Context: an optimization exercise on an open-source flow, tuned for small area, a short achievable clock period and few clock cycles. The choices shown serve that exercise and are no tape-out recipe.
RTL that was checked went through simulation tests only; none was proved equivalent to the original.
For run 2, only the layout was checked, not whether the RTL still works.

==> flow/design.v <==
module rfmp_add12 (
  input  wire [23:0] a,
  input  wire [23:0] b,
  output wire [23:0] sum
);
  wire [25:0] c;                        
  assign c[1:0] = 2'b00;
  genvar i;
  generate
    for (i = 0; i < 12; i = i + 1) begin : g_t
      wire ap = a[2*i], an = a[2*i+1];
      wire bp = b[2*i], bn = b[2*i+1];
      wire cp = c[2*i], cn = c[2*i+1];
      wire kp  = ap & bp, kn = an & bn;
      wire hp  = (ap & ~(bp | bn)) | (bp & ~(ap | an)) | kn;
      wire hn  = (an & ~(bp | bn)) | (bn & ~(ap | an)) | kp;
      wire k2p = hp & cp, k2n = hn & cn;
      wire [1:0] d  = {(hn & ~(cp | cn)) | (cn & ~(hp | hn)) | k2p,
                       (hp & ~(cp | cn)) | (cp & ~(hp | hn)) | k2n};
      wire [1:0] co = {(kn & ~k2p) | (k2n & ~kp),
                       (kp & ~k2n) | (k2p & ~kn)};
      assign sum[2*i +: 2]  = d;
      assign c[2*i+2 +: 2]  = co;
    end
  endgenerate
endmodule
module rfmp_alu (
  input  wire [23:0] a,
  input  wire [23:0] b,
  input  wire        sub,      
  input  wire [1:0]  fn,       
  output reg  [23:0] y
);
  wire [23:0] bx;
  wire [23:0] sum;
  genvar k;
  generate
    for (k = 0; k < 12; k = k + 1) begin : g_n
      assign bx[2*k]   = sub ? b[2*k+1] : b[2*k];
      assign bx[2*k+1] = sub ? b[2*k]   : b[2*k+1];
    end
  endgenerate
  rfmp_add12 u_add (.a(a), .b(bx), .sum(sum));
  integer i;
  always @* begin
    for (i = 0; i < 12; i = i + 1) begin
      case (fn)
        2'd0: y[2*i +: 2] = sum[2*i +: 2];
        2'd1: y[2*i +: 2] = {a[2*i+1] | b[2*i+1], a[2*i] & b[2*i]};    
        2'd2: y[2*i +: 2] = {a[2*i+1] & b[2*i+1], a[2*i] | b[2*i]};    
        default: y[2*i +: 2] = {a[2*i], a[2*i+1]};                      
      endcase
    end
  end
endmodule
module rfmp_core #(
  parameter MEM_SIZE = 32
) (
  input  wire        clk,
  input  wire        rst,           
  input  wire        cmd_valid,
  output wire        cmd_ready,
  input  wire [2:0]  cmd_op,
  input  wire [4:0]  cmd_addr,
  input  wire [23:0] cmd_word,
  input  wire [4:0]  dbg_addr,
  output wire [23:0] dbg_word,
  output wire [23:0] reg0,
  output wire [23:0] reg1,
  output wire [23:0] reg2,
  output wire [23:0] reg3,
  output wire [23:0] pc,
  output wire        halted,
  output wire [2:0]  halt_cause
);
  localparam CMD_NOP   = 3'd0,
             CMD_STEP  = 3'd1,
             CMD_LOAD  = 3'd2,
             CMD_START = 3'd3,
             CMD_POKE  = 3'd4,
             CMD_WREG  = 3'd5;
  localparam H_NONE = 3'd0, H_FETCH_OOB = 3'd1, H_UNMAPPED = 3'd2,
             H_ECC = 3'd3, H_CAP = 3'd4, H_DATA_OOB = 3'd5;
  reg [23:0] r0_q, r1_q, r2_q, r3_q;
  reg [9:0]  pc_q;
  reg        halted_q;
  reg [2:0]  cause_q;
  wire [639:0] mem_f;      
  wire [27:0]  par_f;      
  assign cmd_ready  = 1'b1;
  assign reg0       = r0_q;
  assign reg1       = r1_q;
  assign reg2       = r2_q;
  assign reg3       = r3_q;
  assign pc         = {14'd0, pc_q};
  assign halted     = halted_q;
  assign halt_cause = cause_q;
  wire [31:0] dbg_sel;
  wire [19:0] dbg_e;
  rfmp_onehot32 u_dbg_dec (.a(dbg_addr), .s(dbg_sel));
  rfmp_rd32     u_dbg_rd  (.m(mem_f), .s(dbg_sel), .y(dbg_e));
  rfmp_dec20    u_dbg_w   (.e(dbg_e), .w(dbg_word));
  wire [31:0] pc_sel;
  wire [19:0] iw_e;
  wire [23:0] iw;
  rfmp_tsel32 u_pc_dec (.t(pc_q), .s(pc_sel));
  rfmp_rd32   u_pc_rd  (.m(mem_f), .s(pc_sel), .y(iw_e));
  rfmp_dec20  u_pc_w   (.e(iw_e), .w(iw));
  wire pc_inb = |pc_sel;                               
  wire [1:0] ra_idx, rb_idx;
  wire [5:0] ea_t;                
  wire [4:0] ea;                  
  wire is_add, is_sub, is_and, is_or, is_not, is_ld, is_st, is_jmp,
       is_jmprel, is_cst, is_cld, mapped;
  rfmp_idec u_idec (
    .iw(iw), .ra_idx(ra_idx), .rb_idx(rb_idx), .ea_t(ea_t), .ea(ea),
    .is_add(is_add), .is_sub(is_sub), .is_and(is_and), .is_or(is_or),
    .is_not(is_not), .is_ld(is_ld), .is_st(is_st), .is_jmp(is_jmp),
    .is_jmprel(is_jmprel), .is_cst(is_cst), .is_cld(is_cld), .mapped(mapped));
  reg [23:0] ra_val, rb_val;
  always @* begin
    case (ra_idx)
      2'd0: ra_val = r0_q;
      2'd1: ra_val = r1_q;
      2'd2: ra_val = r2_q;
      default: ra_val = r3_q;
    endcase
    case (rb_idx)
      2'd0: rb_val = r0_q;
      2'd1: rb_val = r1_q;
      2'd2: rb_val = r2_q;
      default: rb_val = r3_q;
    endcase
  end
  wire [1:0]  alu_fn = is_and ? 2'd1 : is_or ? 2'd2 : is_not ? 2'd3 : 2'd0;
  wire [23:0] alu_y;
  rfmp_alu u_alu (.a(ra_val), .b(rb_val), .sub(is_sub), .fn(alu_fn), .y(alu_y));
  wire in_range;
  rfmp_cap u_cap (.c(rb_val[19:0]), .ea(ea), .in_range(in_range));
  wire cap_rd = (rb_val[21:20] == 2'b01);
  wire cap_wr = (rb_val[23:22] == 2'b01);
  wire cap_ok = is_cld ? (cap_rd && in_range) :
                is_cst ? (cap_wr && in_range) : 1'b1;
  wire        ea_inb = !ea[4];
  wire [13:0] ea_sel;
  wire [19:0] ld_e;
  wire [1:0]  ld_par;
  wire [23:0] ld_w;
  wire [1:0]  ld_wpar;
  rfmp_onehot14 u_ea_dec (.a(ea[3:0]), .s(ea_sel));
  rfmp_rd14     u_ea_rd  (.m(mem_f[279:0]), .p(par_f), .s(ea_sel), .y(ld_e), .yp(ld_par));
  rfmp_dec20    u_ld_w   (.e(ld_e), .w(ld_w));
  rfmp_tpar     u_ld_par (.w(ld_w), .p(ld_wpar));
  wire ecc_ok   = (ld_wpar == ld_par);
  wire is_load  = is_ld | is_cld;
  wire is_store = is_st | is_cst;
  wire is_alu   = is_add | is_sub | is_and | is_or | is_not;
  wire [9:0] pc_next;
  rfmp_pcadd u_pcadd (.pc(pc_q), .imm(is_jmprel ? ea_t : 6'd0), .y(pc_next));
  wire [9:0] s_pc = is_jmp ? {4'd0, ea_t} : pc_next;
  reg        s_halt;
  reg [2:0]  s_cause;
  always @* begin
    s_halt  = 1'b1;
    s_cause = H_NONE;
    if (!pc_inb)                               s_cause = H_FETCH_OOB;
    else if (!mapped)                          s_cause = H_UNMAPPED;
    else if (!cap_ok)                          s_cause = H_CAP;
    else if ((is_load || is_store) && !ea_inb) s_cause = H_DATA_OOB;
    else if (is_load && !ecc_ok)               s_cause = H_ECC;
    else                                       s_halt  = 1'b0;
  end
  wire do_step  = cmd_valid && (cmd_op == CMD_STEP) && !halted_q;
  wire do_wreg  = cmd_valid && (cmd_op == CMD_WREG);
  wire do_start = cmd_valid && (cmd_op == CMD_START);
  wire do_load  = cmd_valid && (cmd_op == CMD_LOAD);
  wire do_poke  = cmd_valid && (cmd_op == CMD_POKE);
  wire commit   = do_step && !s_halt;
  wire [23:0] reg_wd = do_wreg ? cmd_word : is_load ? ld_w : alu_y;
  wire [1:0]  reg_wa = do_wreg ? cmd_addr[1:0] : ra_idx;
  wire        reg_we = do_wreg || (commit && (is_alu || is_load));
  always @(posedge clk) begin
    if (rst) begin
      r0_q     <= 24'd0;
      r1_q     <= 24'd0;
      r2_q     <= 24'd0;
      r3_q     <= 24'd0;
      pc_q     <= 10'd0;
      halted_q <= 1'b0;
      cause_q  <= H_NONE;
    end else begin
      if (reg_we) begin
        case (reg_wa)
          2'd0: r0_q <= reg_wd;
          2'd1: r1_q <= reg_wd;
          2'd2: r2_q <= reg_wd;
          default: r3_q <= reg_wd;
        endcase
      end
      if (do_start) begin
        pc_q     <= 10'd0;
        halted_q <= 1'b0;
        cause_q  <= H_NONE;
      end else if (do_step) begin
        if (s_halt) begin
          halted_q <= 1'b1;
          cause_q  <= s_cause;
        end else begin
          pc_q <= s_pc;
        end
      end
    end
  end
  wire        host_mem = do_load || do_poke;
  wire        step_st  = commit && is_store;
  wire [23:0] mw_src   = host_mem ? cmd_word : ra_val;
  wire [19:0] mw_enc;
  wire [1:0]  mw_tpar;
  rfmp_enc24 u_mw_enc (.w(mw_src), .e(mw_enc));
  rfmp_tpar  u_mw_par (.w(mw_src), .p(mw_tpar));
  wire [19:0] mw_e     = rst ? 20'd0 : mw_enc;
  wire [1:0]  mw_par   = rst ? 2'd0 : mw_tpar;
  wire [4:0]  mw_addr  = host_mem ? cmd_addr : {1'b0, ea[3:0]};
  wire        mw_en    = host_mem || step_st;
  wire        mp_en    = do_load || step_st;
  genvar g;
  generate
    for (g = 0; g < 32; g = g + 1) begin : g_mem
      reg [19:0] w;
      always @(posedge clk)
        if (rst || (mw_en && mw_addr == g))
          w <= mw_e;
      assign mem_f[20*g +: 20] = w;
    end
    for (g = 0; g < 14; g = g + 1) begin : g_par
      reg [1:0] p;
      always @(posedge clk)
        if (rst || (mp_en && mw_addr == g))
          p <= mw_par;
      assign par_f[2*g +: 2] = p;
    end
  endgenerate
endmodule
module rfmp_idec (
  input  wire [23:0] iw,
  output wire [1:0]  ra_idx,
  output wire [1:0]  rb_idx,
  output wire [5:0]  ea_t,
  output wire [4:0]  ea,
  output wire is_add, is_sub, is_and, is_or, is_not, is_ld, is_st, is_jmp,
  output wire is_jmprel, is_cst, is_cld, mapped
);
  function automatic [1:0] tv2(input [1:0] t);
    tv2 = {t[1], t[1] | t[0]};
  endfunction
  function automatic signed [2:0] tval(input [1:0] t);
    tval = t[0] ? 3'sd1 : (t[1] ? -3'sd1 : 3'sd0);
  endfunction
  localparam [1:0] Z = 2'b00, P = 2'b01, N = 2'b10;
  wire       wide = |iw[5:0];
  wire [5:0] op_t = wide ? iw[5:0]   : {2'b00, iw[9:6]};
  wire [5:0] ra_t = wide ? iw[11:6]  : {2'b00, iw[13:10]};
  wire [5:0] rb_t = wide ? iw[17:12] : {2'b00, iw[17:14]};
  assign     ea_t = wide ? iw[23:18] : {2'b00, iw[17:14]};
  assign ra_idx = tv2(ra_t[1:0]) - tv2(ra_t[3:2]) + tv2(ra_t[5:4]);
  assign rb_idx = tv2(rb_t[1:0]) - tv2(rb_t[3:2]) + tv2(rb_t[5:4]);
  wire signed [4:0] ea_s = tval(ea_t[1:0]) + 5'sd3 * tval(ea_t[3:2]) + 5'sd9 * tval(ea_t[5:4]);
  assign ea = ea_s;
  assign is_add    = (op_t == {Z, Z, P});    
  assign is_sub    = (op_t == {Z, P, N});    
  assign is_and    = (op_t == {Z, P, Z});    
  assign is_or     = (op_t == {Z, P, P});    
  assign is_not    = (op_t == {Z, Z, N});    
  assign is_ld     = (op_t == {Z, N, P});    
  assign is_st     = (op_t == {Z, N, Z});    
  assign is_jmp    = (op_t == {Z, N, N});    
  assign is_jmprel = (op_t == {N, P, P});    
  assign is_cst    = (op_t == {N, P, Z});    
  assign is_cld    = (op_t == {N, P, N});    
  assign mapped    = is_add | is_sub | is_and | is_or | is_not | is_ld | is_st |
                     is_jmp | is_jmprel | is_cst | is_cld;
endmodule
module rfmp_pcadd (
  input  wire [9:0] pc,
  input  wire [5:0] imm,
  output wire [9:0] y
);
  wire [11:0] c;                        
  wire [9:0]  b = {4'd0, imm};
  assign c[1:0] = 2'b01;
  genvar i;
  generate
    for (i = 0; i < 5; i = i + 1) begin : g_t
      wire ap = pc[2*i], an = pc[2*i+1];
      wire bp = b[2*i],  bn = b[2*i+1];
      wire cp = c[2*i],  cn = c[2*i+1];
      wire kp  = ap & bp, kn = an & bn;
      wire hp  = (ap & ~(bp | bn)) | (bp & ~(ap | an)) | kn;
      wire hn  = (an & ~(bp | bn)) | (bn & ~(ap | an)) | kp;
      wire k2p = hp & cp, k2n = hn & cn;
      assign y[2*i]     = (hp & ~(cp | cn)) | (cp & ~(hp | hn)) | k2n;
      assign y[2*i+1]   = (hn & ~(cp | cn)) | (cn & ~(hp | hn)) | k2p;
      assign c[2*i+2]   = (kp & ~k2n) | (k2p & ~kn);
      assign c[2*i+3]   = (kn & ~k2p) | (k2n & ~kp);
    end
  endgenerate
endmodule
module rfmp_cap (
  input  wire [19:0] c,
  input  wire [4:0]  ea,
  output wire        in_range
);
  function automatic signed [2:0] tval(input [1:0] t);
    tval = t[0] ? 3'sd1 : (t[1] ? -3'sd1 : 3'sd0);
  endfunction
  wire signed [4:0] ea_s  = ea;
  wire signed [4:0] b_lo  = tval(c[1:0]) + 5'sd3 * tval(c[3:2]) + 5'sd9 * tval(c[5:4]);
  wire signed [4:0] l_lo  = tval(c[13:12]) + 5'sd3 * tval(c[15:14]) + 5'sd9 * tval(c[17:16]);
  wire signed [6:0] y     = ea_s - b_lo;
  wire signed [6:0] z     = y - l_lo;
  wire signed [3:0] v     = tval(c[7:6]) + 4'sd3 * tval(c[9:8]);
  wire signed [3:0] w     = v + tval(c[19:18]);
  wire lo_ok = (c[11:10] == 2'b00) && ((v < 0) || (v == 0 && y >= 0));
  wire hi_ok = (w >= 2) || (w == 1 && z < 27) || (w == 0 && z < 0) || (w == -1 && z < -27);
  assign in_range = lo_ok && hi_ok;
endmodule
module rfmp_enc24 (
  input  wire [23:0] w,
  output wire [19:0] e
);
  genvar k;
  generate
    for (k = 0; k < 4; k = k + 1) begin : g_g
      wire [1:0] t0 = w[6*k +: 2], t1 = w[6*k+2 +: 2], t2 = w[6*k+4 +: 2];
      assign e[5*k+4]   = t2[0] | (t2[1] & t1[0]);
      assign e[5*k+2 +: 2] = t2[1] ? (t1[1] ? t0 : 2'b11) : t1;
      assign e[5*k +: 2]   = (t2[1] & t1[1]) ? 2'b11 : t0;
    end
  endgenerate
endmodule
module rfmp_dec20 (
  input  wire [19:0] e,
  output wire [23:0] w
);
  genvar k;
  generate
    for (k = 0; k < 4; k = k + 1) begin : g_g
      wire       x  = e[5*k+4];
      wire [1:0] f1 = e[5*k+2 +: 2], f0 = e[5*k +: 2];
      wire       e1 = &f1, e0 = &f0;
      assign w[6*k +: 2]   = e0 ? f1 : f0;
      assign w[6*k+2 +: 2] = e1 ? {1'b0, x} : e0 ? 2'b10 : f1;
      assign w[6*k+4 +: 2] = (e0 | e1) ? 2'b10 : {1'b0, x};
    end
  endgenerate
endmodule
module rfmp_tpar (
  input  wire [23:0] w,
  output wire [1:0]  p
);
  function automatic [1:0] madd3(input [1:0] x, input [1:0] y);
    madd3 = {(x[1] & ~(y[1] | y[0])) | (y[1] & ~(x[1] | x[0])) | (x[0] & y[0]),
             (x[0] & ~(y[1] | y[0])) | (y[0] & ~(x[1] | x[0])) | (x[1] & y[1])};
  endfunction
  wire [1:0] s0 = madd3(madd3(w[1:0],   w[3:2]),   madd3(w[5:4],   w[7:6]));
  wire [1:0] s1 = madd3(madd3(w[9:8],   w[11:10]), madd3(w[13:12], w[15:14]));
  wire [1:0] s2 = madd3(madd3(w[17:16], w[19:18]), madd3(w[21:20], w[23:22]));
  assign p = madd3(madd3(s0, s1), s2);
endmodule
module rfmp_tsel32 (
  input  wire [9:0]  t,
  output wire [31:0] s
);
  function automatic [9:0] tw(input integer v);    
    integer k, r;
    begin
      tw = 10'd0;
      for (k = 0; k < 5; k = k + 1) begin
        r = v % 3;
        if (r == 2) begin tw[2*k +: 2] = 2'b10; v = (v + 1) / 3; end
        else begin tw[2*k +: 2] = (r == 1) ? 2'b01 : 2'b00; v = (v - r) / 3; end
      end
    end
  endfunction
  genvar k;
  generate
    for (k = 0; k < 32; k = k + 1) begin : g_s
      assign s[k] = (t == tw(k));
    end
  endgenerate
endmodule
module rfmp_onehot32 (
  input  wire [4:0]  a,
  output wire [31:0] s
);
  genvar k;
  generate
    for (k = 0; k < 32; k = k + 1) begin : g_s
      assign s[k] = (a == k);
    end
  endgenerate
endmodule
module rfmp_onehot14 (
  input  wire [3:0]  a,
  output wire [13:0] s
);
  genvar k;
  generate
    for (k = 0; k < 14; k = k + 1) begin : g_s
      assign s[k] = (a == k);
    end
  endgenerate
endmodule
module rfmp_rd32 (
  input  wire [639:0] m,
  input  wire [31:0]  s,
  output reg  [19:0]  y
);
  integer k;
  always @* begin
    y = 20'd0;
    for (k = 0; k < 32; k = k + 1)
      y = y | (m[20*k +: 20] & {20{s[k]}});
  end
endmodule
module rfmp_rd14 (
  input  wire [279:0] m,
  input  wire [27:0]  p,
  input  wire [13:0]  s,
  output reg  [19:0]  y,
  output reg  [1:0]   yp
);
  integer k;
  always @* begin
    y  = 20'd0;
    yp = 2'd0;
    for (k = 0; k < 14; k = k + 1) begin
      y  = y  | (m[20*k +: 20] & {20{s[k]}});
      yp = yp | (p[2*k +: 2] & {2{s[k]}});
    end
  end
endmodule
==> flow/run.sh <==
#!/bin/bash
# synth_recipe.tcl (not shown) runs the flow's synth.tcl, then flattens the netlist and writes it again
# the make line also repeats each setting of config.mk as NAME=value (left out here)
make -C /OpenROAD-flow-scripts/flow DESIGN_CONFIG=/design/flow/config.mk WORK_HOME=/design/flow/orfs CLKGATE_MAP_FILE= SYNTH_SCRIPT=/design/flow/synth_recipe.tcl finish
==> flow/config.mk <==
export PLATFORM = sky130hd
export DESIGN_NAME = rfmp_core
export DESIGN_NICKNAME = rfmp_core
export VERILOG_FILES = /design/flow/design.v
export SDC_FILE = /design/flow/constraint.sdc
export NUM_CORES = 8
export LEC_CHECK = 0
export CAP_MARGIN = 20
export CORE_MARGIN = 2
export CORE_UTILIZATION = 28
export PLACE_DENSITY = 0.42
export SETUP_SLACK_MARGIN = 2
export SLEW_MARGIN = 20
==> flow/constraint.sdc <==
create_clock -name core_clock -period 50.0 [get_ports {clk}]
set_input_delay 10.0000 -clock core_clock [delete_from_list [all_inputs] [get_ports {clk}]]
set_output_delay 10.0000 -clock core_clock [all_outputs]
set_load 0.01 [all_outputs]
==> results.json, run 1 <==
{
  "vias": 44500,
  "initial_utilization": 0.282,
  "seq_area_frac_synth": 0.487,
  "grt_busiest_layer": "met2",
  "wl_per_cell_um": 39.6,
  "overflow": 0,
  "finalCriticalPeriod_ns": 23.93,
  "outcome": "complete, no violations",
  "setup_tns_ns": 0,
  "grt_first_pass_wirelength_um": 361000,
  "synth-xor-area-share": 0.00955,
  "crit_type": "input pin to output port",
  "dieArea_mm2": 0.167,
  "drc": 0,
  "fillers": 16400,
  "cts_tree": "built",
  "rrSetupSlack_ns": 32.82,
  "cp-end-kind": "output port",
  "cts_setup_buffers": 0,
  "yosys-top-cells-area": "edfxtp_1 (44%), a22oi_1 (8.6%), dfxtp_1 (4.8%)",
  "die_h_um": 408,
  "worst_ep_required_time_ns": 40.00,
  "hold_buffers": 0,
  "hold_path_end": "r1_q[3]",
  "synthDistinctLibCells": 114,
  "grt_max_degree": 64,
  "hp-start": "r1_q[3]",
  "worst_pin_slew_ns": 1.22,
  "drt_iter0_drc": 7784,
  "max_freq_ghz": 0.0418,
  "synth_fa_ha_area_frac": 0.0200,
  "ctsResizeCount": 0,
  "rows": 148,
  "finalHoldViolCount": 0,
  "reg2regPathDepth": 49,
  "min_path_type": "flop to flop",
  "gr-usage-all-layers": 0.311,
  "maxCapViolCount": 0,
  "max_slew_margin": 0.188,
  "postSynthAreaPerCell_um2": 10.3,
  "core_area_mm2": 0.162,
  "setup_viol": 0,
  "async_flop_share": 0,
  "drive_gt1_frac": 0.139,
  "cts_root_buf": "clkbuf_16",
  "io-pin-count": 189,
  "cts_buffer_depth": 3,
  "clk_latency_ns": 0.75,
  "viasPerCell": 6.52,
  "muxShareOfSynthArea": 0.0543,
  "hold_slack_ns": 0.487,
  "r2r-start": "pc_q[5]",
  "place.gp.congestion": 0.967,
  "use_met3": 0.100,
  "yosys_warnings": 7,
  "finish.utilization": 0.333,
  "met1_usage": 0.403,
  "synth_edf_count": 668,
  "synth-simple-area-share": 0.152,
  "clock-skew-final_ns": 0.0805,
  "yosysTopAreaCell": "edfxtp_1",
  "fin_ws_ns": 26.07,
  "nNetsFinal": 4682,
  "min_delay_path_depth": 2,
  "clkTransAtPathRegs_ns": 0.06,
  "rsz0062_at_grt": "no",
  "htreeDepth": 3,
  "crit_arrival_ns": 13.93,
  "ys_seq_elements": 778,
  "grt_antenna_before_repair": 8,
  "die_w_um": 408,
  "dp_slack_ns": 26.21,
  "dp.final_hpwl_um": 171000,
  "met2_usage": 0.456,
  "drt_wl_total_um": 270000,
  "synthFlopType": "edfxtp_1",
  "grt_pass1_vias": 41400,
  "synth_top_area_frac": 0.439,
  "synth-compound-area-share": 0.236,
  "drtAntennaViolNets": 0,
  "synth_top_family_by_area": "compound AO/OA/AOI/OAI gates",
  "cts.sinks": 778,
  "syn2layout_area_growth_pct": 18.3,
  "syn_inst": 4430,
  "startpoint_type": "input pin",
  "r2r_end": "g_mem[11].w[19]",
  "fin_crit_sh": 0.479,
  "io_buffers": 173,
  "path_max_fanout": 11,
  "first_pass_iters": 8,
  "cts_buffers": 92,
  "synth_area_mm2": 0.0457,
  "maxSlewViolCount": 0
}
[state kept, by name, summed over array words and instances (netlist names)]
signal and flops:
pc_q 10, cause_q 3, r2_q 24, r3_q 24
r1_q 24, halted_q 1, r0_q 24, g_par.p 28
g_mem.w 640
[logic make-up after synthesis]
family,Yosys count
AO/OA/AOI/OAI,1501
AND/OR/NAND/NOR,1407
flip-flops,778
buffers and inverters,438
multiplexers,195
adder cells (fa/ha/maj),63
XOR/XNOR,46
other,2
[worst max-delay path by stage]
stage | start | to | slack (ns) | depth (start not counted)
after floorplan | dbg_addr[3] | dbg_word[4] | 27.89 | 11
after global placement | dbg_addr[2] | dbg_word[10] | 26.32 | 12
after detailed placement | dbg_addr[4] | dbg_word[11] | 26.21 | 10
after CTS | dbg_addr[4] | dbg_word[11] | 26.29 | 10
after global routing | dbg_addr[4] | dbg_word[11] | 26.05 | 10
final | dbg_addr[4] | dbg_word[11] | 26.07 | 10
[synthesized netlist by cell type, types with 53 or more instances]
cell        n
a21oi_1   201
a221oi_1   77
a22o_1     80
a22oi_1   525
clkbuf_1  213
dfxtp_1   110
edfxtp_1  668
inv_1     101
mux2i_1    97
nand2_1   458
nand3_1   163
nand4_1    99
nor2_1    292
nor3_1     76
o21ai_0   162
o22ai_1    53
[worst max-delay path: stages]
cell	delay [ns]
clkdlybuf4s50_1	0.52
or3_1	0.53
nor2_2	0.93
buf_4	0.48
a22oi_1	0.14
nand3_1	0.12
or4_1	0.29
inv_1	0.09
o21ai_0	0.23
clkdlybuf4s50_1	0.58
[cell type report]
cell class	count	area, µm²	share of cell area
Inverter	103	389	0.00719
Clock inverter	59	556	0.0103
Clock buffer	108	2420	0.0448
Tap cell	2175	2720	0.0503
Antenna cell	7	17.5	0.000324
Multi-Input combinational cell	3227	22500	0.415
Sequential cell	778	22300	0.411
Timing Repair Buffer	377	3260	0.0602
[cells in the final DEF, fill, tap and decap left out, types with 71 or more instances in the layout]
master / synthesis / routed
edfxtp_1: 668 / 668
a22oi_1: 525 / 525
nand2_1: 458 / 448
nor2_1: 292 / 249
buf_4: 34 / 205
a21oi_1: 201 / 189
clkdlybuf4s50_1: 0 / 172
nand3_1: 163 / 162
o21ai_0: 162 / 145
dfxtp_1: 110 / 104
inv_1: 101 / 101
nand4_1: 99 / 99
mux2i_1: 97 / 97
clkbuf_16: 0 / 93
a22o_1: 80 / 80
a221oi_1: 77 / 76
nor3_1: 76 / 71
[through the flow]
stage / cell area (µm²) / cells
2_1_floorplan: 45800 / 4443
3_3_place_gp: 51100 / 6660
3_5_place_dp: 51100 / 6660
4_1_cts: 54100 / 6827
5_1_grt: 54100 / 6829
6_report: 54100 / 6834
[metal layers]
metal  share of wire  wire length [µm]
met1            0.39            106000
met3            0.13             34100
met5         0.00028                77
met2            0.42            113000
met4           0.065             17600
Testbench counts, summed over its fixed seeds: cycles 82,053.
==> run 2: changes to the inputs <==
--- a/flow/design.v
+++ b/flow/design.v
@@ -28,7 +28,9 @@
   input  wire [23:0] a,
   input  wire [23:0] b,
+  input  wire [23:0] ld,
+  input  wire [23:0] cw,
   input  wire        sub,      
-  input  wire [1:0]  fn,       
-  output reg  [23:0] y
+  input  wire [5:0]  sel,      
+  output wire [23:0] y
 );
   wire [23:0] bx;
@@ -36,21 +38,16 @@
   genvar k;
   generate
-    for (k = 0; k < 12; k = k + 1) begin : g_n
+    for (k = 0; k < 12; k = k + 1) begin : g_t
       assign bx[2*k]   = sub ? b[2*k+1] : b[2*k];
       assign bx[2*k+1] = sub ? b[2*k]   : b[2*k+1];
+      wire [1:0] mn = {a[2*k+1] | b[2*k+1], a[2*k] & b[2*k]};    
+      wire [1:0] mx = {a[2*k+1] & b[2*k+1], a[2*k] | b[2*k]};    
+      wire [1:0] ng = {a[2*k], a[2*k+1]};                        
+      assign y[2*k +: 2] = ({2{sel[0]}} & sum[2*k +: 2]) | ({2{sel[1]}} & mn) |
+                           ({2{sel[2]}} & mx)            | ({2{sel[3]}} & ng) |
+                           ({2{sel[4]}} & ld[2*k +: 2])  | ({2{sel[5]}} & cw[2*k +: 2]);
     end
   endgenerate
   rfmp_add12 u_add (.a(a), .b(bx), .sum(sum));
-  integer i;
-  always @* begin
-    for (i = 0; i < 12; i = i + 1) begin
-      case (fn)
-        2'd0: y[2*i +: 2] = sum[2*i +: 2];
-        2'd1: y[2*i +: 2] = {a[2*i+1] | b[2*i+1], a[2*i] & b[2*i]};    
-        2'd2: y[2*i +: 2] = {a[2*i+1] & b[2*i+1], a[2*i] | b[2*i]};    
-        default: y[2*i +: 2] = {a[2*i], a[2*i+1]};                      
-      endcase
-    end
-  end
 endmodule
 module rfmp_core #(
@@ -96,4 +93,9 @@
   assign halted     = halted_q;
   assign halt_cause = cause_q;
+  wire do_step  = cmd_valid && (cmd_op == CMD_STEP) && !halted_q;
+  wire do_wreg  = cmd_valid && (cmd_op == CMD_WREG);
+  wire do_start = cmd_valid && (cmd_op == CMD_START);
+  wire do_load  = cmd_valid && (cmd_op == CMD_LOAD);
+  wire do_poke  = cmd_valid && (cmd_op == CMD_POKE);
   wire [31:0] dbg_sel;
   wire [19:0] dbg_e;
@@ -110,9 +112,8 @@
   wire [1:0] ra_idx, rb_idx;
   wire [5:0] ea_t;                
-  wire [4:0] ea;                  
   wire is_add, is_sub, is_and, is_or, is_not, is_ld, is_st, is_jmp,
        is_jmprel, is_cst, is_cld, mapped;
   rfmp_idec u_idec (
-    .iw(iw), .ra_idx(ra_idx), .rb_idx(rb_idx), .ea_t(ea_t), .ea(ea),
+    .iw(iw), .ra_idx(ra_idx), .rb_idx(rb_idx), .ea_t(ea_t),
     .is_add(is_add), .is_sub(is_sub), .is_and(is_and), .is_or(is_or),
     .is_not(is_not), .is_ld(is_ld), .is_st(is_st), .is_jmp(is_jmp),
@@ -133,27 +134,33 @@
     endcase
   end
-  wire [1:0]  alu_fn = is_and ? 2'd1 : is_or ? 2'd2 : is_not ? 2'd3 : 2'd0;
-  wire [23:0] alu_y;
-  rfmp_alu u_alu (.a(ra_val), .b(rb_val), .sub(is_sub), .fn(alu_fn), .y(alu_y));
+  wire [23:0] reg_wd;
+  wire [23:0] ld_w;
+  wire        is_load = is_ld | is_cld;
+  wire        sel_x   = !do_wreg && !is_load;
+  rfmp_alu u_alu (.a(ra_val), .b(rb_val), .ld(ld_w), .cw(cmd_word), .sub(is_sub),
+                  .sel({do_wreg, !do_wreg && is_load, sel_x && is_not, sel_x && is_or,
+                        sel_x && is_and, sel_x && (is_add || is_sub)}),
+                  .y(reg_wd));
   wire in_range;
-  rfmp_cap u_cap (.c(rb_val[19:0]), .ea(ea), .in_range(in_range));
+  rfmp_cap u_cap (.c(rb_val[19:0]), .ea(ea_t), .in_range(in_range));
   wire cap_rd = (rb_val[21:20] == 2'b01);
   wire cap_wr = (rb_val[23:22] == 2'b01);
   wire cap_ok = is_cld ? (cap_rd && in_range) :
                 is_cst ? (cap_wr && in_range) : 1'b1;
-  wire        ea_inb = !ea[4];
+  wire        ea_neg = ea_t[5] | (~ea_t[4] & ea_t[3]) | (~ea_t[4] & ~ea_t[2] & ea_t[1]);
+  wire        ea_inb = !ea_neg;
   wire [13:0] ea_sel;
   wire [19:0] ld_e;
   wire [1:0]  ld_par;
-  wire [23:0] ld_w;
-  wire [1:0]  ld_wpar;
-  rfmp_onehot14 u_ea_dec (.a(ea[3:0]), .s(ea_sel));
-  rfmp_rd14     u_ea_rd  (.m(mem_f[279:0]), .p(par_f), .s(ea_sel), .y(ld_e), .yp(ld_par));
-  rfmp_dec20    u_ld_w   (.e(ld_e), .w(ld_w));
-  rfmp_tpar     u_ld_par (.w(ld_w), .p(ld_wpar));
-  wire ecc_ok   = (ld_wpar == ld_par);
-  wire is_load  = is_ld | is_cld;
+  rfmp_tsel14 u_ea_dec (.t(ea_t), .s(ea_sel));
+  rfmp_rd14   u_ea_rd  (.m(mem_f[279:0]), .p(par_f), .s(ea_sel), .y(ld_e), .yp(ld_par));
+  rfmp_dec20  u_ld_w   (.e(ld_e), .w(ld_w));
   wire is_store = is_st | is_cst;
   wire is_alu   = is_add | is_sub | is_and | is_or | is_not;
+  wire        host_mem = do_load || do_poke;
+  wire [23:0] mw_src   = host_mem ? cmd_word : ra_val;
+  wire [1:0]  tpar;
+  rfmp_tpar u_tpar (.w((is_load && !host_mem) ? ld_w : mw_src), .p(tpar));
+  wire ecc_ok = (tpar == ld_par);
   wire [9:0] pc_next;
   rfmp_pcadd u_pcadd (.pc(pc_q), .imm(is_jmprel ? ea_t : 6'd0), .y(pc_next));
@@ -171,63 +178,46 @@
     else                                       s_halt  = 1'b0;
   end
-  wire do_step  = cmd_valid && (cmd_op == CMD_STEP) && !halted_q;
-  wire do_wreg  = cmd_valid && (cmd_op == CMD_WREG);
-  wire do_start = cmd_valid && (cmd_op == CMD_START);
-  wire do_load  = cmd_valid && (cmd_op == CMD_LOAD);
-  wire do_poke  = cmd_valid && (cmd_op == CMD_POKE);
-  wire commit   = do_step && !s_halt;
-  wire [23:0] reg_wd = do_wreg ? cmd_word : is_load ? ld_w : alu_y;
+  wire commit = do_step && !s_halt;
   wire [1:0]  reg_wa = do_wreg ? cmd_addr[1:0] : ra_idx;
   wire        reg_we = do_wreg || (commit && (is_alu || is_load));
+  wire [23:0] rwd = rst ? 24'd0 : reg_wd;
+  always @(posedge clk) begin
+    if (rst || (reg_we && reg_wa == 2'd0)) r0_q <= rwd;
+    if (rst || (reg_we && reg_wa == 2'd1)) r1_q <= rwd;
+    if (rst || (reg_we && reg_wa == 2'd2)) r2_q <= rwd;
+    if (rst || (reg_we && reg_wa == 2'd3)) r3_q <= rwd;
+  end
   always @(posedge clk) begin
     if (rst) begin
-      r0_q     <= 24'd0;
-      r1_q     <= 24'd0;
-      r2_q     <= 24'd0;
-      r3_q     <= 24'd0;
       pc_q     <= 10'd0;
       halted_q <= 1'b0;
       cause_q  <= H_NONE;
-    end else begin
-      if (reg_we) begin
-        case (reg_wa)
-          2'd0: r0_q <= reg_wd;
-          2'd1: r1_q <= reg_wd;
-          2'd2: r2_q <= reg_wd;
-          default: r3_q <= reg_wd;
-        endcase
-      end
-      if (do_start) begin
-        pc_q     <= 10'd0;
-        halted_q <= 1'b0;
-        cause_q  <= H_NONE;
-      end else if (do_step) begin
-        if (s_halt) begin
-          halted_q <= 1'b1;
-          cause_q  <= s_cause;
-        end else begin
-          pc_q <= s_pc;
-        end
+    end else if (do_start) begin
+      pc_q     <= 10'd0;
+      halted_q <= 1'b0;
+      cause_q  <= H_NONE;
+    end else if (do_step) begin
+      if (s_halt) begin
+        halted_q <= 1'b1;
+        cause_q  <= s_cause;
+      end else begin
+        pc_q <= s_pc;
       end
     end
   end
-  wire        host_mem = do_load || do_poke;
   wire        step_st  = commit && is_store;
-  wire [23:0] mw_src   = host_mem ? cmd_word : ra_val;
   wire [19:0] mw_enc;
-  wire [1:0]  mw_tpar;
   rfmp_enc24 u_mw_enc (.w(mw_src), .e(mw_enc));
-  rfmp_tpar  u_mw_par (.w(mw_src), .p(mw_tpar));
   wire [19:0] mw_e     = rst ? 20'd0 : mw_enc;
-  wire [1:0]  mw_par   = rst ? 2'd0 : mw_tpar;
-  wire [4:0]  mw_addr  = host_mem ? cmd_addr : {1'b0, ea[3:0]};
-  wire        mw_en    = host_mem || step_st;
-  wire        mp_en    = do_load || step_st;
+  wire [1:0]  mw_par   = rst ? 2'd0 : tpar;
+  wire [31:0] cmd_sel;
+  rfmp_onehot32 u_cmd_dec (.a(cmd_addr), .s(cmd_sel));
   genvar g;
   generate
     for (g = 0; g < 32; g = g + 1) begin : g_mem
       reg [19:0] w;
+      wire st_here = (g < 14) ? ea_sel[g % 14] : 1'b0;
       always @(posedge clk)
-        if (rst || (mw_en && mw_addr == g))
+        if (rst || (host_mem && cmd_sel[g]) || (step_st && st_here))
           w <= mw_e;
       assign mem_f[20*g +: 20] = w;
@@ -236,5 +226,5 @@
       reg [1:0] p;
       always @(posedge clk)
-        if (rst || (mp_en && mw_addr == g))
+        if (rst || (do_load && cmd_sel[g]) || (step_st && ea_sel[g]))
           p <= mw_par;
       assign par_f[2*g +: 2] = p;
@@ -247,5 +237,4 @@
   output wire [1:0]  rb_idx,
   output wire [5:0]  ea_t,
-  output wire [4:0]  ea,
   output wire is_add, is_sub, is_and, is_or, is_not, is_ld, is_st, is_jmp,
   output wire is_jmprel, is_cst, is_cld, mapped
@@ -254,7 +243,4 @@
     tv2 = {t[1], t[1] | t[0]};
   endfunction
-  function automatic signed [2:0] tval(input [1:0] t);
-    tval = t[0] ? 3'sd1 : (t[1] ? -3'sd1 : 3'sd0);
-  endfunction
   localparam [1:0] Z = 2'b00, P = 2'b01, N = 2'b10;
   wire       wide = |iw[5:0];
@@ -265,6 +251,4 @@
   assign ra_idx = tv2(ra_t[1:0]) - tv2(ra_t[3:2]) + tv2(ra_t[5:4]);
   assign rb_idx = tv2(rb_t[1:0]) - tv2(rb_t[3:2]) + tv2(rb_t[5:4]);
-  wire signed [4:0] ea_s = tval(ea_t[1:0]) + 5'sd3 * tval(ea_t[3:2]) + 5'sd9 * tval(ea_t[5:4]);
-  assign ea = ea_s;
   assign is_add    = (op_t == {Z, Z, P});    
   assign is_sub    = (op_t == {Z, P, N});    
@@ -308,20 +292,51 @@
 module rfmp_cap (
   input  wire [19:0] c,
-  input  wire [4:0]  ea,
+  input  wire [5:0]  ea,
   output wire        in_range
 );
-  function automatic signed [2:0] tval(input [1:0] t);
-    tval = t[0] ? 3'sd1 : (t[1] ? -3'sd1 : 3'sd0);
+  function automatic tlt(input [1:0] d, input [1:0] l);
+    tlt = (d[1] & ~l[1]) | (~d[1] & ~d[0] & l[0]);
   endfunction
-  wire signed [4:0] ea_s  = ea;
-  wire signed [4:0] b_lo  = tval(c[1:0]) + 5'sd3 * tval(c[3:2]) + 5'sd9 * tval(c[5:4]);
-  wire signed [4:0] l_lo  = tval(c[13:12]) + 5'sd3 * tval(c[15:14]) + 5'sd9 * tval(c[17:16]);
-  wire signed [6:0] y     = ea_s - b_lo;
-  wire signed [6:0] z     = y - l_lo;
-  wire signed [3:0] v     = tval(c[7:6]) + 4'sd3 * tval(c[9:8]);
-  wire signed [3:0] w     = v + tval(c[19:18]);
-  wire lo_ok = (c[11:10] == 2'b00) && ((v < 0) || (v == 0 && y >= 0));
-  wire hi_ok = (w >= 2) || (w == 1 && z < 27) || (w == 0 && z < 0) || (w == -1 && z < -27);
-  assign in_range = lo_ok && hi_ok;
+  wire [11:0] a = {6'd0, ea};
+  wire [11:0] b;                        
+  wire [13:0] k;                        
+  wire [13:0] dd;                       
+  assign k[1:0] = 2'b00;
+  genvar i;
+  generate
+    for (i = 0; i < 6; i = i + 1) begin : g_t
+      assign b[2*i +: 2] = {c[2*i], c[2*i+1]};
+      wire ap = a[2*i], an = a[2*i+1];
+      wire bp = b[2*i], bn = b[2*i+1];
+      wire cp = k[2*i], cn = k[2*i+1];
+      wire kp  = ap & bp, kn = an & bn;
+      wire hp  = (ap & ~(bp | bn)) | (bp & ~(ap | an)) | kn;
+      wire hn  = (an & ~(bp | bn)) | (bn & ~(ap | an)) | kp;
+      wire k2p = hp & cp, k2n = hn & cn;
+      assign dd[2*i]     = (hp & ~(cp | cn)) | (cp & ~(hp | hn)) | k2n;
+      assign dd[2*i+1]   = (hn & ~(cp | cn)) | (cn & ~(hp | hn)) | k2p;
+      assign k[2*i+2]    = (kp & ~k2n) | (k2p & ~kn);
+      assign k[2*i+3]    = (kn & ~k2p) | (k2n & ~kp);
+    end
+  endgenerate
+  assign dd[13:12] = k[13:12];
+  wire [13:0] len = {6'd0, c[19:12]};
+  reg lt_len, neg, done_l, done_z;
+  integer j;
+  always @* begin
+    lt_len = 1'b0; done_l = 1'b0;
+    neg    = 1'b0; done_z = 1'b0;
+    for (j = 6; j >= 0; j = j - 1) begin
+      if (!done_l && (dd[2*j +: 2] != len[2*j +: 2])) begin
+        done_l = 1'b1;
+        lt_len = tlt(dd[2*j +: 2], len[2*j +: 2]);
+      end
+      if (!done_z && (dd[2*j +: 2] != 2'b00)) begin
+        done_z = 1'b1;
+        neg    = dd[2*j+1];
+      end
+    end
+  end
+  assign in_range = !neg && lt_len;
 endmodule
 module rfmp_enc24 (
@@ -390,22 +405,33 @@
   endgenerate
 endmodule
-module rfmp_onehot32 (
-  input  wire [4:0]  a,
-  output wire [31:0] s
+module rfmp_tsel14 (
+  input  wire [5:0]  t,
+  output wire [13:0] s
 );
+  function automatic [5:0] tw(input integer v);    
+    integer k, r;
+    begin
+      tw = 6'd0;
+      for (k = 0; k < 3; k = k + 1) begin
+        r = v % 3;
+        if (r == 2) begin tw[2*k +: 2] = 2'b10; v = (v + 1) / 3; end
+        else begin tw[2*k +: 2] = (r == 1) ? 2'b01 : 2'b00; v = (v - r) / 3; end
+      end
+    end
+  endfunction
   genvar k;
   generate
-    for (k = 0; k < 32; k = k + 1) begin : g_s
-      assign s[k] = (a == k);
+    for (k = 0; k < 14; k = k + 1) begin : g_s
+      assign s[k] = (t == tw(k));
     end
   endgenerate
 endmodule
-module rfmp_onehot14 (
-  input  wire [3:0]  a,
-  output wire [13:0] s
+module rfmp_onehot32 (
+  input  wire [4:0]  a,
+  output wire [31:0] s
 );
   genvar k;
   generate
-    for (k = 0; k < 14; k = k + 1) begin : g_s
+    for (k = 0; k < 32; k = k + 1) begin : g_s
       assign s[k] = (a == k);
     end
--- a/flow/config.mk
+++ b/flow/config.mk
@@ -9,4 +9,6 @@
 export CORE_MARGIN = 2
 export CORE_UTILIZATION = 28
+export CTS_BUF_LIST = sky130_fd_sc_hd__clkbuf_8
+export CTS_CLUSTER_SIZE = 30
 export PLACE_DENSITY = 0.42
 export SETUP_SLACK_MARGIN = 2
==> results.json, run 2 <==
{
  "outcome": "complete, no violations",
  "ctsResizeCount": 0,
  "setup_viol": 0,
  "cts.sinks": 778,
  "regArea_mm2": 0.0232,
  "maxCapViolCount": 0,
  "yosys_warnings": 6,
  "viasPerCell": 6.80,
  "grt_pass1_vias": 42300,
  "syn2layout_area_growth_pct": 17.8,
  "hold_buffers": 0,
  "rsz0062_at_grt": "no",
  "synthFlopType": "edfxtp_1",
  "seq_area_frac_synth": 0.502,
  "cts_buffer_depth": 3,
  "drive_gt1_frac": 0.162,
  "drtAntennaViolNets": 0,
  "yosysTopAreaCell": "edfxtp_1",
  "finalCriticalPeriod_ns": 24.12,
  "met2_usage": 0.503,
  "die_w_um": 410,
  "crit_start": "dbg_addr[1]",
  "finalHoldViolCount": 0,
  "multi_input_area_mm2": 0.0221,
  "max_freq_ghz": 0.0415,
  "path_max_fanout": 13,
  "largest_register": "g_mem.w",
  "gr-usage-all-layers": 0.341,
  "nNetsFinal": 4455,
  "grt_busiest_layer": "met2",
  "synth_edf_count": 764,
  "setup.worst_path.end": "dbg_word[1]",
  "core_area_mm2": 0.164,
  "dieArea_mm2": 0.168,
  "synth_area_mm2": 0.0462,
  "grt_antenna_before_repair": 22,
  "r2r-start": "pc_q[3]",
  "largest_reg_flops": 640,
  "cts_root_buf": "clkbuf_8",
  "first_pass_iters": 9,
  "clkTransAtPathRegs_ns": 0.05,
  "crit_arrival_ns": 14.12,
  "setup_tns_ns": 0,
  "rows": 149,
  "grt_max_degree": 102,
  "cts_buffers": 145,
  "fin_crit_sh": 0.482,
  "synthTopCellsByCount": "edfxtp_1 (764), nand2_1 (342), a22oi_1 (340)",
  "r2r_end": "g_mem[2].w[4]",
  "overflow": 0,
  "grt_first_pass_wirelength_um": 389000,
  "die_h_um": 410,
  "reg2regPathDepth": 28,
  "synth_top_area_frac": 0.496,
  "synthDistinctLibCells": 128,
  "max_slew_margin": 0.129,
  "clk_latency_ns": 0.94,
  "drc": 0,
  "final_cell_mix": "edfxtp_1 (764), nand2_1 (341), a22oi_1 (340), buf_4 (225), nor2_1 (203)",
  "io-pin-count": 189,
  "yosysMostFrequentCell": "edfxtp_1",
  "fillers": 16600,
  "place.gp.congestion": 1.01,
  "clock-skew-final_ns": 0.0511,
  "yosys-top-cells-area": "edfxtp_1 (50%), a22oi_1 (5.5%), nand2_1 (2.8%)",
  "vias": 45800,
  "crit_type": "input pin to output port",
  "async_flop_share": 0,
  "rrSetupSlack_ns": 35.99,
  "cp-end-kind": "output port",
  "worst_pin_slew_ns": 1.30,
  "cts_tree": "built",
  "ys_seq_elements": 778,
  "cts_setup_buffers": 0,
  "use_met3": 0.110,
  "wl_per_cell_um": 44.0,
  "startpoint_type": "input pin",
  "syn_inst": 4190,
  "reg_top3": "g_mem.w: 640 flops, g_par.p: 28 flops",
  "postSynthAreaPerCell_um2": 11.0,
  "layout_commonest_cell": "edfxtp_1",
  "initial_utilization": 0.281,
  "maxSlewViolCount": 0,
  "drt_wl_total_um": 297000,
  "io_buffers": 173,
  "worst_ep_required_time_ns": 40.00,
  "htreeDepth": 4,
  "dp.final_hpwl_um": 195000,
  "drt_iter0_drc": 7980,
  "min_path_type": "flop to flop",
  "met1_usage": 0.421,
  "finish.utilization": 0.331
}
## run 2: how the worst min path moves through the flow
stage                     from          to  slack (ns)  cells past startpoint
floorplan           cause_q[2]  cause_q[2]        0.47                      2
global placement    cause_q[2]  cause_q[2]        0.45                      2
detailed placement  cause_q[2]  cause_q[2]        0.45                      2
CTS                 cause_q[2]  cause_q[2]        0.46                      2
global route        cause_q[2]  cause_q[2]        0.48                      2
finish              cause_q[2]  cause_q[2]        0.46                      2
## run 2: critical path, stage by stage
cell	delay (ns)
clkdlybuf4s50_1	0.58
or3b_2	0.56
nor2_2	0.72
buf_4	0.52
a22o_1	0.22
a221oi_1	0.05
nand4_1	0.13
or3_1	0.43
inv_1	0.11
a21boi_0	0.20
clkdlybuf4s50_1	0.57
## run 2: cell families after synthesis
logic type / count (synthesis) / synth area share
AOI/OAI and AO/OA: 1506 / 0.245
and+or+nand+nor: 1285 / 0.147
DFF: 778 / 0.502
buffers and inverters: 383 / 0.0416
muxes: 214 / 0.0586
xor gates and xnor gates: 14 / 0.00265
adders and majority gates: 8 / 0.00216
other: 2 / 0.000162
## run 2: final cells by class
class / instances / share of cell area
Timing Repair Buffer: 398 / 0.0630
Sequential cell: 778 / 0.426
Clock inverter: 113 / 0.0132
Antenna cell: 30 / 0.00138
Clock buffer: 149 / 0.0376
Multi-Input combinational cell: 3042 / 0.405
Tap cell: 2189 / 0.0503
Inverter: 42 / 0.00289
## run 2: metal layers
layer	wire length, µm	vias up
met5	185	-
met2	126000	4056
met3	35300	1122
met4	24500	20
met1	111000	23000
li1	-	17600
## run 2: per-stage QoR
stage          cell area (µm²)  hold slack (ns)  cells  setup slack (ns)
3_3_place_gp             51600            0.452   6448             26.04
2_1_floorplan            46300            0.473   4203             27.93
3_5_place_dp             51600            0.454   6448             26.05
5_1_grt                  54400            0.477   6712             25.89
6_report                 54500            0.457   6741             25.88
4_1_cts                  54400            0.461   6710             26.02

==> what the ideal ports hide <==
The flow's constraints put no driver on any port. The routed layouts listed below were extracted and timed again, unchanged, in two steps. Step 1 assumes that a clkbuf_16 drives the clock port and a buf_2 every other input. Step 2 also shifts input and output timing later by t, the mid clock arrival at the registers, as if the neighbouring blocks saw the same clock. a / b / c = no drivers / after step 1 / after step 2; a / b = the first two.
| run | t, ns | slack for setup (ns) | hold slack, ns | worst setup path after step 2 | clock arrival spread, ns |
|---|---|---|---|---|---|
| run 1 | 0.793 | 26.065 / 26.037 / 26.037 | 0.487 / 0.487 / 0.487 | input to output | 0.080 / 0.081 |
| run 2 | 0.996 | 25.877 / 25.851 / 25.851 | 0.457 / 0.457 / 0.457 | input to output | 0.051 / 0.051 |
After both steps every run listed still meets setup and hold. The setup slack of run 1, which loses most, moves by -0.028 ns with the drivers and by -0.028 ns with both steps.
